This design comes from an exercise in tuning for small area, a short achievable clock period and few clock cycles on the open sky130 flow, not from production work. In this exercise RTL edits were held to simulation tests only and were not proved equivalent to the original. Power is estimated from default activity; no workload was simulated.

## dfwt_core
module dfwt_core (
    input  wire        clk,
    input  wire        rst,
    input  wire        op_valid,
    output wire        op_ready,
    input  wire [3:0]  op_code,
    input  wire [31:0] op_arg,
    input  wire [5:0]  op_len,
    output wire        out_valid,
    input  wire        out_ready,
    output wire [7:0]  out_byte,
    output wire        busy,
    output wire [15:0] crc,
    output wire [31:0] timestep,
    output wire        gate
);
    localparam OP_CRC_INIT  = 4'h0, OP_CRC_RESET = 4'h1, OP_CRC_BYTE = 4'h2,
               OP_MFM       = 4'h3, OP_FM        = 4'h4, OP_RAW      = 4'h5,
               OP_MFM_CRC   = 4'h6, OP_CONFIG    = 4'h7, OP_FLUSH    = 4'h8,
               OP_BT_RESET  = 4'h9, OP_WRGATE    = 4'hA, OP_FLUX     = 4'hB,
               OP_WAIT_IDX  = 4'hC, OP_STOP      = 4'hD, OP_TR_RESET = 4'hE;
    localparam S_IDLE = 2'd0, S_CELLS = 2'd1, S_PAD = 2'd2, S_EXEC = 2'd3;
    localparam K_FLUX = 2'd1, K_BYTE = 2'd2, K_WIDX = 2'd3;
    function [15:0] crc_byte(input [15:0] c, input [7:0] b);
        integer i;
        reg [15:0] x;
        begin
            x = c ^ {b, 8'h00};
            for (i = 0; i < 8; i = i + 1)
  ...
Size: ~1,600 cells after synthesis, about 240 flip-flops, ~110 I/O pins, ~15,000 µm² of cells after synthesis.
==> flow/config.mk <==
export PLATFORM = sky130hd
export DESIGN_NAME = dfwt_core
export DESIGN_NICKNAME = dfwt_core
export VERILOG_FILES = /design/flow/design.v
export SDC_FILE = /design/flow/constraint.sdc
export NUM_CORES = 4
export LEC_CHECK = 0
export CAP_MARGIN = 20
export CORE_MARGIN = 2
export CORE_UTILIZATION = 70
export SETUP_SLACK_MARGIN = 5
export SLEW_MARGIN = 20
==> flow/constraint.sdc <==
create_clock -name core_clock -period 9.0 [get_ports {clk}]
set_input_delay 1.8000 -clock core_clock [delete_from_list [all_inputs] [get_ports {clk}]]
set_output_delay 1.8000 -clock core_clock [all_outputs]
set_load 0.01 [all_outputs]
standard.sh (not shown) runs the stock make flow with config.mk's settings and CLKGATE_MAP_FILE= SYNTH_SCRIPT=/design/flow/synth_recipe.tcl, a recipe that flattens the netlist after the stock synthesis.
==> flow/flow/run.sh <==
#!/bin/bash
set -euo pipefail
bash standard.sh SETUP_SLACK_MARGIN=5.7 \
  "BUFFER_PORTS_ARGS=-buffer_cell sky130_fd_sc_hd__buf_1" \
  "CTS_ARGS=-sink_clustering_enable -repair_clock_nets -dont_use_dummy_load" \
  finish > standard.log 2>&1
The baseline produced a clean layout.
Testbench counts at the start, summed over its fixed seeds: cycles 205,357.
Then changed:
- CORE_UTILIZATION: 70 -> 55
- PLACE_DENSITY: default -> 0.85
What happened:
- The new run passed the timing, design-rule and antenna checks
- area after synthesis is unchanged
- die area came out higher by 27%
- via count came out higher by 3.8%
- power rises by 2.2%
- setup slack got worse by 130 ps
- routed wire length rises by 3.0%
- critical path depth climbs by 2
Then changed:
--- a/flow/flow/run.sh
+++ b/flow/flow/run.sh
@@ -5 +5 @@
-  "CTS_ARGS=-sink_clustering_enable -repair_clock_nets -dont_use_dummy_load" \
+  "CTS_ARGS=-sink_clustering_enable -repair_clock_nets -dont_use_dummy_load -sink_clustering_buffer sky130_fd_sc_hd__clkbuf_8 -sink_buffer_max_cap_derate 0.5" \
- PLACE_DENSITY: 0.85 -> default
The changed run passed the timing, design-rule and antenna checks; via count goes down by about 3%; critical path depth came out lower by 15; final area went up by about 5%; synthesized cell count is unchanged; hold slack hardly moves; setup slack loses 230 ps; non-clock buffer count is higher by 64; clock-buffer cell count rose by 16; maximum frequency drops by 6.1%.
Then changed:
==> flow/flow/run.sh (replaced) <==
#!/bin/bash
set -euo pipefail
bash standard.sh SETUP_SLACK_MARGIN=5.7 \
  "BUFFER_PORTS_ARGS=-buffer_cell sky130_fd_sc_hd__buf_1" \
  "CTS_ARGS=-sink_clustering_enable -repair_clock_nets -dont_use_dummy_load" \
  finish > standard.log 2>&1
After rerunning: The new run completed without violations; maximum frequency grows by roughly a tenth; sequential share of layout area rose by 1.5 points; count of clock-buffer cells in the layout is lower by 16.

afterwards: timing with drivers on the ports:
In the flow no input, the clock included, has a driving cell. The finished layouts below were timed again as built, in two steps.
Step 1 (the two cells are an assumption about what drives the block):
set clk [get_ports {clk}]
set_driving_cell -lib_cell sky130_fd_sc_hd__clkbuf_16 $clk
set_driving_cell -lib_cell sky130_fd_sc_hd__buf_2 [delete_from_list [all_inputs] $clk]
Step 2 times the ports against the registers' clock, not the clock port: input delays grow and output delays shrink by t, the midpoint of the rising clock arrivals with the driver on.
Slacks: no drivers / after step 1 / after step 2; pairs: no drivers / after step 1.
run | t, ns | setup WS [ns] | worst setup path at the end | worst slew at a driven data input, ns
the first run | 0.569 | 5.667 / 5.667 / 5.325 | input to register | 0.04
the second run | 0.571 | 5.542 / 5.542 / 5.423 | input to register | 0.04
the third run | 1.341 | 5.317 / 5.271 / 5.069 | input to register | 0.05
the fourth run | 0.579 | 5.765 / 5.765 / 5.390 | input to register | 0.04
After both steps setup and hold are still met in every run listed. The setup slack of the fourth run, which loses most, moves by 0.000 ns with the drivers and by -0.375 ns with both steps.
